This design comes from an exercise in tuning for small area, a short achievable clock period and few clock cycles per item on the open sky130 flow, not from production work. The RTL was checked by simulation tests, not by an equivalence proof against the original design. Power and IR drop assume default switching activity.

## build 8
==> flow/design.v (excerpt) <==
module apt_frame_parser (
    input  wire        clk,
    input  wire        rst,
    input  wire        in_valid,
    input  wire [7:0]  in_data,
    output wire        in_ready,
    output wire        out_valid,
    input  wire        out_ready,
    output reg  [1:0]  out_kind,
    output wire [1:0]  out_err,
    output reg  [15:0] out_msgid,
    output reg  [6:0]  out_dest,
    output reg  [7:0]  out_source,
    output reg         out_long,
    output reg  [7:0]  out_param1,
    output reg  [7:0]  out_param2,
    output reg  [63:0] out_f0,
    output reg  [31:0] out_f1,
    output reg  [31:0] out_f2,
    output wire [31:0] out_f3,
    output wire [12:0] out_status
);
Size in the first run: about 860 cells after synthesis, ~220 flip-flops, about 240 I/O pins, about 10000 um2 of cells after synthesis.
clock: 4.5 ns
lec_check: 0
abc_clock_period_in_ps: 2000
cap_margin: 20
core_margin: 2
core_utilization: 40
cts_cluster_diameter: 80
cts_cluster_size: 24
place_density: 0.72
setup_slack_margin: 2.15
slew_margin: 20
standard.sh (not shown) runs the stock make flow with config.mk's settings and CLKGATE_MAP_FILE= SYNTH_SCRIPT=/design/flow/synth_recipe.tcl, a recipe that flattens the netlist after the stock synthesis.
==> flow/flow/run.sh <==
#!/bin/bash
# The standard layout (the standard.sh) with two changes: port buffers of
# sky130_fd_sc_hd__buf_1, and no full/half-adder cell extraction in synthesis
# (ADDER_MAP_FILE empty), so abc maps the adders for speed.
set -uo pipefail
bash standard.sh "BUFFER_PORTS_ARGS=-buffer_cell sky130_fd_sc_hd__buf_1" "ADDER_MAP_FILE=" finish > standard.log 2>&1
Build 8 finished end to end and its layout was clean on timing, DRC and antenna.
Testbench counts of build 8, summed over its fixed seeds: cycles 48,895, items 3,200.
> inputs changed (build 8 -> build 21)
==> flow/flow/run.sh <==
#!/bin/bash
# The standard layout (the standard.sh) with two changes: port buffers of
# sky130_fd_sc_hd__buf_2, and no full/half-adder cell extraction in synthesis
# (ADDER_MAP_FILE empty), so abc maps the adders for speed.
set -uo pipefail
bash standard.sh "BUFFER_PORTS_ARGS=-buffer_cell sky130_fd_sc_hd__buf_2" "ADDER_MAP_FILE=" finish > standard.log 2>&1
diff --git a/flow/config.mk b/flow/config.mk
--- a/flow/config.mk
+++ b/flow/config.mk
@@ -13,4 +13,4 @@
 export CTS_CLUSTER_SIZE = 24
-export PLACE_DENSITY = 0.72
-export SETUP_SLACK_MARGIN = 2.15
+export PLACE_DENSITY = 0.6
+export SETUP_SLACK_MARGIN = 2.0
 export SLEW_MARGIN = 20
==> summary.txt <==
- Diff build 8 -> build 21: maximum VDD drop moved down; non-clock buffer count now sits lower; final wirelength -4.5%; cell-internal power moved down; critical path depth down 1.
- Build 21 — slack of the critical path 0.063 ns lower, build 8 as reference
- Build 21 -> build 8: antenna diode instance count delta 0, exact match
- Looking at first-pass GRT wire length across build 21 and build 8, the one that comes out lower is build 21.
- Changes observed in build 21 relative to build 8: summed area of non-filler cells in the final layout fell 1.1%; tightest hold margin rose 0.0062 ns.
--- input diff build 21..build 17 ---
==> flow/flow/run.sh <==
#!/bin/bash
# The standard layout (the standard.sh) with two changes: port buffers of
# sky130_fd_sc_hd__buf_1, and no full/half-adder cell extraction in synthesis
# (ADDER_MAP_FILE empty), so abc maps the adders for speed.
set -uo pipefail
bash standard.sh "BUFFER_PORTS_ARGS=-buffer_cell sky130_fd_sc_hd__buf_1" "ADDER_MAP_FILE=" finish > standard.log 2>&1
diff --git a/flow/config.mk b/flow/config.mk
--- a/flow/config.mk
+++ b/flow/config.mk
@@ -7,3 +7,3 @@
 export LEC_CHECK = 0
-export ABC_CLOCK_PERIOD_IN_PS = 2000
+export ABC_AREA = 1
 export CAP_MARGIN = 20
@@ -13,4 +13,4 @@
 export CTS_CLUSTER_SIZE = 24
-export PLACE_DENSITY = 0.6
-export SETUP_SLACK_MARGIN = 2.0
+export PLACE_DENSITY = 0.72
+export SETUP_SLACK_MARGIN = 2.5
 export SLEW_MARGIN = 20
[summary]
Cell area after synthesis, build 17 and build 21: higher on build 21. Taking build 21 as the reference, in build 17 total power consumption of the routed design now sits higher, global-route wire length before repair went up by 7.1%. Largest net degree at the start of global routing, build 17 and build 21, lower one = build 17. Build 17 against build 21: share of synthesized area spent on multiplexers fell by 2.7 points; clock buffer and inverter area fraction after layout held steady; total routing usage reported by global routing has increased. Diff build 17 and build 21: die boundary width higher in build 21. The internal power summed over all cells in build 17 sits 88 uW above the value recorded for build 21. Looking only at last weighted congestion value of the routability-driven placer, and setting everything else aside, the lower value of build 17 and build 21 goes to build 21.


Starting RTL as in the previous note.
clock: 4.5 ns
lec_check: 0
abc_area: 1
cap_margin: 20
core_margin: 2
core_utilization: 40
cts_cluster_diameter: 80
cts_cluster_size: 24
place_density: 0.66
setup_slack_margin: 2.3
slew_margin: 20
==> flow/flow/run.sh <==
#!/bin/bash
# The standard layout (the standard.sh) with two changes: port buffers of
# sky130_fd_sc_hd__buf_1, and no full/half-adder cell extraction in synthesis
# (ADDER_MAP_FILE empty), so abc maps the adders for speed.
set -uo pipefail
bash standard.sh "BUFFER_PORTS_ARGS=-buffer_cell sky130_fd_sc_hd__buf_1" "ADDER_MAP_FILE=" finish > standard.log 2>&1
The first run ran to the end with no violations.
Testbench counts at the start, summed over its fixed seeds: cycles 48,895, items 3,200.
Next try:
PLACE_DENSITY = 0.72   (was 0.66)
SETUP_SLACK_MARGIN = 2.2   (was 2.3)
Effect:
- total power decreases by 0.37%
- fmax came out lower by 5.8%
- combinational power is about the same
- flip-flop and latch count is unchanged
- wire length came out higher by about 1.3%
- area after synthesis does not change
- critical path depth grows by 1
- design area went down by about 1%
- global-route usage came out higher by 0.25 points
- setup slack got worse by 0.13 ns
- non-clock buffer count went down by 5


Setup of run A:
The RTL this note starts from:
==> flow/design.v <==
module apt_frame_parser (
    input  wire        clk,
    input  wire        rst,
    input  wire        in_valid,
    input  wire [7:0]  in_data,
    output wire        in_ready,
    output wire        out_valid,
    input  wire        out_ready,
    output reg  [1:0]  out_kind,
    output wire [1:0]  out_err,
    output reg  [15:0] out_msgid,
    output reg  [6:0]  out_dest,
    output reg  [7:0]  out_source,
    output reg         out_long,
    output reg  [7:0]  out_param1,
    output reg  [7:0]  out_param2,
    output reg  [63:0] out_f0,
    output reg  [31:0] out_f1,
    output reg  [31:0] out_f2,
    output wire [31:0] out_f3,
    output wire [12:0] out_status
);
    reg         oval;        
    reg         inpay;       
    reg         far;         
    reg         kn;          
    reg  [15:0] q;           
    reg         err_enum;    
    reg  [12:0] st;          
    reg  [2:0]  f3h;         
    reg  [7:0]  nx0;
    reg         rdy;
    assign in_ready   = rdy;
    assign out_valid  = oval;
    assign out_err    = {err_enum, !err_enum};
    assign out_status = st;
    assign out_f3     = {16'd0, f3h, st};
    wire        take = in_valid && in_ready;
    wire [7:0]  d    = in_data;
    wire [15:0] len  = {out_param2, out_param1};
    wire        hdr5 = !inpay && q[2:0] == 3'd5;
    wire        last = hdr5 ? (!out_long || len == 16'd0) : (inpay && q == len);
    function h(input integer k);
        h = take && !inpay && q[2:0] == k;
    endfunction
    function p(input integer k);
        p = take && inpay && !far && q[3:0] == k - 5;
    endfunction
    wire        c1  = kn && out_msgid[3:0] == 4'h1;
    wire        c2  = kn && out_msgid[3:0] == 4'h2;
    wire        c3  = kn && out_msgid[3:0] == 4'h3;
    wire        c4  = kn && out_msgid[3:0] == 4'h4;
    wire        c5  = kn && out_msgid[3:0] == 4'h5;
    wire        c6  = kn && out_msgid[3:0] == 4'h6;
    wire        c7  = kn && out_msgid[3:0] == 4'h7;
    wire        c8  = kn && out_msgid[3:0] == 4'h8;
    wire        known = kn;
    wire        kn_d = d == 8'h10 && nx0[7:4] == 4'h0 &&
                       nx0[3:0] != 4'h0 && nx0[3:0] <= 4'h8;
    wire        l4   = len[15:2] == 14'd0;
    wire        l6   = len[15:3] == 13'd0 && len[2:1] != 2'b11;
    wire        l8   = len[15:3] == 13'd0;
    wire        l14  = len[15:4] == 12'd0 && len[3:1] != 3'b111;
    wire        lshort = c2 ? l6 : c4 ? l4 : c8 ? l8 : l14;
    wire        too_short = (c2 | c3 | c4 | c6 | c7 | c8) && (!out_long || lshort);
    wire        bad_enum  = c1 && out_param2 != 8'd1 && out_param2 != 8'd2;
    wire [18:0] adc = {3'd0, d, out_f1[7:0]} + {1'b0, d, out_f1[7:0], 2'b00};
    wire [7:0]  dz = d & {8{inpay}};
    wire        at0 = !inpay && q[2:0] == 3'd0;
    always @(posedge clk) begin
        if (rst)
            rdy <= 1'b1;
        else
            rdy <= (take && last) || !oval || out_ready || (at0 && !take);
    end
    always @(posedge clk) begin
        if (rst) begin
            oval  <= 1'b0;
            inpay <= 1'b0;
            far   <= 1'b0;
            q     <= 16'd0;
        end else begin
            if (out_ready)
                oval <= 1'b0;
            if (take) begin
                if (last) begin
                    oval  <= 1'b1;
                    inpay <= 1'b0;
                    far   <= 1'b0;
                    q     <= 16'd0;
                end else if (hdr5) begin
                    inpay <= 1'b1;
                    q     <= 16'd1;
                end else begin
                    q     <= q + 16'd1;
                    if (inpay && q[3:0] == 4'd14)
                        far <= 1'b1;
                end
            end
        end
    end
    wire c2378 = c2 | c3 | c7 | c8;
    wire c237  = c2 | c3 | c7;
    wire c37   = c3 | c7;
    wire n15   = !(c1 | c5);
    always @(posedge clk) begin
        if (h(0)) nx0 <= d;
        if (h(1)) begin
            out_msgid       <= {d, nx0};
            kn              <= kn_d;
        end
        if (h(2)) out_param1      <= d;
        if (h(3)) out_param2      <= d;
        if (h(4)) begin
            out_long <= d[7];
            out_dest <= d[6:0];
        end
        if (h(5)) begin
            out_source <= d;
            out_kind   <= !known ? 2'd1 : (too_short || bad_enum) ? 2'd2 : 2'd0;
            err_enum   <= !too_short;
        end
        if (h(2))
            out_f0[7:0] <= {d[7:4] & {4{!c5}}, d[3:0]};
        else if (p(6) && n15)
            out_f0[7:0] <= d;
        else if (p(7) && c4)
            out_f0[7:0] <= adc[7:0];
        if (p(7) && c4)
            out_f0[15:8] <= adc[15:8];
        else if (h(2) || (p(7) && n15))
            out_f0[15:8] <= dz;
        if (p(7) && c4)
            out_f0[23:16] <= {5'd0, adc[18:16]};
        else if (h(2) || (p(8) && c6))
            out_f0[23:16] <= dz;
        if (h(2) || (p(9) && c6))  out_f0[31:24] <= dz;
        if (h(2) || (p(10) && c6)) out_f0[39:32] <= dz;
        if (h(2) || (p(11) && c6)) out_f0[47:40] <= dz;
        if (h(2) || (p(12) && c6)) out_f0[55:48] <= dz;
        if (h(2) || (p(13) && c6)) out_f0[63:56] <= dz;
        if (h(3))
            out_f1[7:0] <= {7'd0, d == 8'd1};
        else if (p(9) && c4)
            out_f1[7:0] <= adc[7:0];
        else if ((p(6) && c4) || (p(8) && n15) || (p(14) && c6))
            out_f1[7:0] <= d;
        if (p(9) && c4)
            out_f1[15:8] <= adc[15:8];
        else if (h(3) || (p(9) && c2378) || (p(15) && c6))
            out_f1[15:8] <= dz;
        if (p(9) && c4)
            out_f1[23:16] <= {5'd0, adc[18:16]};
        else if (p(15) && c6)
            out_f1[23:16] <= {8{d[7]}};
        else if (h(3) || (p(10) && c237))
            out_f1[23:16] <= dz;
        if (p(15) && c6)
            out_f1[31:24] <= {8{d[7]}};
        else if (h(3) || (p(11) && c237))
            out_f1[31:24] <= dz;
        if ((p(10) && c8) || (p(12) && c37) || (p(16) && c6))
            out_f2[7:0] <= d;
        if ((p(11) && c8) || (p(13) && c37) || (p(17) && c6))
            out_f2[15:8] <= d;
        if (h(4) || (p(14) && c3) || (p(18) && c6))
            out_f2[23:16] <= dz;
        if (h(4) || (p(15) && c3) || (p(19) && c6))
            out_f2[31:24] <= dz;
        if (p(12) && c8)
            st[7:0] <= d;
        if (p(13) && c8)
            {f3h, st[12:8]} <= d;
        if (p(16) && c37)
            st[5:0] <= {d[7:4], d[1:0]};
        if (p(17) && c37)
            st[10:6] <= {d[6:4], d[2:1]};
        if (p(19) && c37)
            st[12:11] <= {d[7], d[0]};
    end
endmodule
export LEC_CHECK = 0
export ABC_CLOCK_PERIOD_IN_PS = 2000
export CAP_MARGIN = 20
export CORE_MARGIN = 2
export CORE_UTILIZATION = 40
export PLACE_DENSITY = 0.6
export SETUP_SLACK_MARGIN = 2.5
export SLEW_MARGIN = 20
create_clock -name core_clock -period 4.5 [get_ports {clk}]
==> flow/flow/run.sh <==
#!/bin/bash
# The standard layout (the standard.sh, unchanged synthesis), with the
# port buffers made of sky130_fd_sc_hd__buf_2 instead of the buffer that
# buffer_ports picks by itself (a slow clock-delay buffer).
set -uo pipefail
bash standard.sh "BUFFER_PORTS_ARGS=-buffer_cell sky130_fd_sc_hd__buf_2" finish > standard.log 2>&1
Both conditions hold for run A: the flow ran to the end and the final layout passed the timing, design-rule and antenna checks.
Testbench counts of run A, summed over its fixed seeds: cycles 48,895, items 3,200.
## Diff of input files: run B against run A
# run A
export LEC_CHECK = 0
export ABC_CLOCK_PERIOD_IN_PS = 2000
export CAP_MARGIN = 20
export CORE_MARGIN = 2
export CORE_UTILIZATION = 40
export PLACE_DENSITY = 0.6
export SETUP_SLACK_MARGIN = 2.5
export SLEW_MARGIN = 20
create_clock -name core_clock -period 4.5 [get_ports {clk}]
# run B
export LEC_CHECK = 0
export ABC_CLOCK_PERIOD_IN_PS = 2000
export CAP_MARGIN = 20
export CORE_MARGIN = 2
export CORE_UTILIZATION = 40
export CTS_CLUSTER_DIAMETER = 80
export CTS_CLUSTER_SIZE = 24
export PLACE_DENSITY = 0.6
export SETUP_SLACK_MARGIN = 2.2
export SLEW_MARGIN = 20
create_clock -name core_clock -period 4.5 [get_ports {clk}]
==> flow/flow/run.sh <==
#!/bin/bash
# The standard layout (the standard.sh) with two changes: port buffers of
# sky130_fd_sc_hd__buf_1, and no full/half-adder cell extraction in synthesis
# (ADDER_MAP_FILE empty), so abc maps the adders for speed.
set -uo pipefail
bash standard.sh "BUFFER_PORTS_ARGS=-buffer_cell sky130_fd_sc_hd__buf_1" "ADDER_MAP_FILE=" finish > standard.log 2>&1
- Changes observed in run B relative to run A: post-layout minimum cycle time decreased 180 ps; total non-filler cell area in the finished layout decreased about 10%; post-DP HPWL increased 9.4%; number of different library cells in the post-synthesis netlist increased 25.
- All of run A and run B finish clean.
- Part of the power in registers ends up lower on run A.
- [run B vs run A] width of the die: higher in run B
- Of run A and run B, run A shows the higher area growth from synthesis to final layout, with run B below it.
Edits applied to the flow inputs when going from run B to run C:
# run B
export LEC_CHECK = 0
export ABC_CLOCK_PERIOD_IN_PS = 2000
export CAP_MARGIN = 20
export CORE_MARGIN = 2
export CORE_UTILIZATION = 40
export CTS_CLUSTER_DIAMETER = 80
export CTS_CLUSTER_SIZE = 24
export PLACE_DENSITY = 0.6
export SETUP_SLACK_MARGIN = 2.2
export SLEW_MARGIN = 20
create_clock -name core_clock -period 4.5 [get_ports {clk}]
# run C
export LEC_CHECK = 0
export ABC_AREA = 1
export CAP_MARGIN = 20
export CORE_MARGIN = 2
export CORE_UTILIZATION = 40
export CTS_CLUSTER_DIAMETER = 70
export CTS_CLUSTER_SIZE = 20
export PLACE_DENSITY = 0.72
export SETUP_SLACK_MARGIN = 2.4
export SLEW_MARGIN = 20
create_clock -name core_clock -period 4.5 [get_ports {clk}]
Findings:
- Clock period minus worst slack in run C vs run B: down 190 ps
- Summary: slack of the critical path, run C better than run B
- Summary — area after synthesis, run C relative to run B: lower, by 76 um2.
- Comparing run C and run B, the lower cell area after layout is on run B.
## Diff of input files: run D against run C
# run C
export LEC_CHECK = 0
export ABC_AREA = 1
export CAP_MARGIN = 20
export CORE_MARGIN = 2
export CORE_UTILIZATION = 40
export CTS_CLUSTER_DIAMETER = 70
export CTS_CLUSTER_SIZE = 20
export PLACE_DENSITY = 0.72
export SETUP_SLACK_MARGIN = 2.4
export SLEW_MARGIN = 20
create_clock -name core_clock -period 4.5 [get_ports {clk}]
# run D
export LEC_CHECK = 0
export ABC_AREA = 1
export CAP_MARGIN = 20
export CORE_MARGIN = 2
export CORE_UTILIZATION = 40
export CTS_CLUSTER_DIAMETER = 80
export CTS_CLUSTER_SIZE = 24
export PLACE_DENSITY = 0.72
export SETUP_SLACK_MARGIN = 2.3
export SLEW_MARGIN = 20
create_clock -name core_clock -period 4.5 [get_ports {clk}]
Results
Diff run C -> run D: share of cell area taken by flip-flops and latches went up; clock-buffer cell count decreased 4; clock buffer and inverter area fraction after layout moved down; global-route usage increased 0.32 points.
Run D against run C; total power of the final layout is down by a few percent.
Run D: share of the clock period used by the worst path 1.5 points above run C
In the reports for run D and run C, the larger number of CTS-inserted buffers belongs to run C.
Run D ended with more via count than run C.
For run C, the classification of the worst setup path was reg2out, unlike run D, where it was in2reg.
> inputs changed (run D -> run E)
# run D
export LEC_CHECK = 0
export ABC_AREA = 1
export CAP_MARGIN = 20
export CORE_MARGIN = 2
export CORE_UTILIZATION = 40
export CTS_CLUSTER_DIAMETER = 80
export CTS_CLUSTER_SIZE = 24
export PLACE_DENSITY = 0.72
export SETUP_SLACK_MARGIN = 2.3
export SLEW_MARGIN = 20
create_clock -name core_clock -period 4.5 [get_ports {clk}]
# run E
export LEC_CHECK = 0
export ABC_AREA = 1
export CAP_MARGIN = 20
export CORE_MARGIN = 2
export CORE_UTILIZATION = 40
export CTS_CLUSTER_DIAMETER = 80
export CTS_CLUSTER_SIZE = 24
export PLACE_DENSITY = 0.66
export SETUP_SLACK_MARGIN = 2.4
export SLEW_MARGIN = 20
create_clock -name core_clock -period 4.5 [get_ports {clk}]
--- outcome ---
Run E vs run D, instance count: run E higher. Of run E and run D, it is run E that has the lower worst hold slack. Last element of the critical path: out_param1[1] -> run E, out_f2[11] -> run D. Sort run E and run D by worst stage delay on the critical path, ascending, and run D comes first. Run E against run D: worst setup slack rose 120 ps; fmax +5.7%; final worst-path cycle share down 2.6 points. Measured against each other, run E and run D differ in reported combinational group power, the higher figure coming from run E. On worst relative slew slack: run E sits above run D.
> inputs changed (run E -> run F)
# run E
export LEC_CHECK = 0
export ABC_AREA = 1
export CAP_MARGIN = 20
export CORE_MARGIN = 2
export CORE_UTILIZATION = 40
export CTS_CLUSTER_DIAMETER = 80
export CTS_CLUSTER_SIZE = 24
export PLACE_DENSITY = 0.66
export SETUP_SLACK_MARGIN = 2.4
export SLEW_MARGIN = 20
create_clock -name core_clock -period 4.5 [get_ports {clk}]
# run F
export LEC_CHECK = 0
export ABC_CLOCK_PERIOD_IN_PS = 3000
export CAP_MARGIN = 20
export CORE_MARGIN = 2
export CORE_UTILIZATION = 40
export CTS_CLUSTER_DIAMETER = 80
export CTS_CLUSTER_SIZE = 24
export PLACE_DENSITY = 0.6
export SETUP_SLACK_MARGIN = 2.2
export SLEW_MARGIN = 20
create_clock -name core_clock -period 4.5 [get_ports {clk}]
==> flow/flow/run.sh <==
#!/bin/bash
# The standard layout (the standard.sh) with two changes: port buffers of
# sky130_fd_sc_hd__buf_2, and no full/half-adder cell extraction in synthesis
# (ADDER_MAP_FILE empty), so abc maps the adders for speed.
set -uo pipefail
bash standard.sh "BUFFER_PORTS_ARGS=-buffer_cell sky130_fd_sc_hd__buf_2" "ADDER_MAP_FILE=" finish > standard.log 2>&1
--- outcome ---
- In the flow results for run F and run E, the synthesized-area fraction occupied by ao, oa, aoi and oai cells is smaller on run E.
- Run F vs run E: gate count after technology mapping down by more than 10%
- Compared with run E, in run F final area went up 0.38%, sequential portion of the cell area comparable, part of the cycle the worst path needs went up 6.7 points, total vias in the final route went down by 649, per-instance average area after synthesis climbed 23%.
- Min mapped cell area across run F and run E: run E
- | clock power | run F vs run E | better |
- Comparing run F and run E, the lower count of cells along the worst register-to-register path was measured on run E.
- Wire length after detailed routing of run F falls short of that of run E by a few percent.

## afterwards: timing with drivers on the ports
In the flow no input, the clock included, has a driving cell. The finished layouts below were timed again as built, in two steps.
Step 1 (the two cells are an assumption about what drives the block):
set clk [get_ports {clk}]
set_driving_cell -lib_cell sky130_fd_sc_hd__clkbuf_16 $clk
set_driving_cell -lib_cell sky130_fd_sc_hd__buf_2 [delete_from_list [all_inputs] $clk]
Step 2 also shifts input and output timing later by t, the mid clock arrival at the registers, as if the neighbouring blocks saw the same clock.
Three values: ideal ports, drivers, drivers and shift; two values: the first two.
| run | shift t [ns] | setup WS [ns] | hold slack, ns | worst setup path at the end | latest minus earliest clock arrival (ns) |
|---|---|---|---|---|---|
| build 8 | 0.520 | 2.150 / 2.131 / 1.611 | 0.453 / 0.453 / 0.453 | input to register | 0.025 / 0.025 |
| build 21 | 0.520 | 2.088 / 2.088 / 1.583 | 0.459 / 0.459 / 0.459 | input to register | 0.026 / 0.026 |
| build 17 | 0.528 | 2.451 / 2.405 / 2.012 | 0.442 / 0.442 / 0.442 | input to register | 0.016 / 0.017 |
| the first run of note 2 | 0.526 | 2.338 / 2.355 / 1.836 | 0.451 / 0.451 / 0.451 | input to register | 0.034 / 0.033 |
| the second run of note 2 | 0.526 | 2.204 / 2.226 / 1.700 | 0.436 / 0.436 / 0.436 | input to register | 0.023 / 0.024 |
| run A | 0.554 | 2.025 / 2.025 / 1.704 | 0.440 / 0.440 / 0.440 | input to register | 0.009 / 0.009 |
| run B | 0.522 | 2.200 / 2.200 / 1.710 | 0.437 / 0.437 / 0.437 | input to register | 0.027 / 0.027 |
| run C | 0.551 | 2.388 / 2.339 / 1.910 | 0.440 / 0.440 / 0.440 | input to register | 0.017 / 0.018 |
| run D | 0.532 | 2.322 / 2.335 / 1.810 | 0.445 / 0.445 / 0.445 | input to register | 0.023 / 0.023 |
| run E | 0.519 | 2.440 / 2.392 / 1.966 | 0.440 / 0.440 / 0.440 | input to register | 0.025 / 0.024 |
| run F | 0.529 | 2.139 / 2.089 / 1.747 | 0.453 / 0.453 / 0.453 | input to register | 0.018 / 0.018 |
After both steps every run listed still meets setup and hold. The setup slack of build 8, which loses most, moves by -0.019 ns with the drivers and by -0.539 ns with both steps.
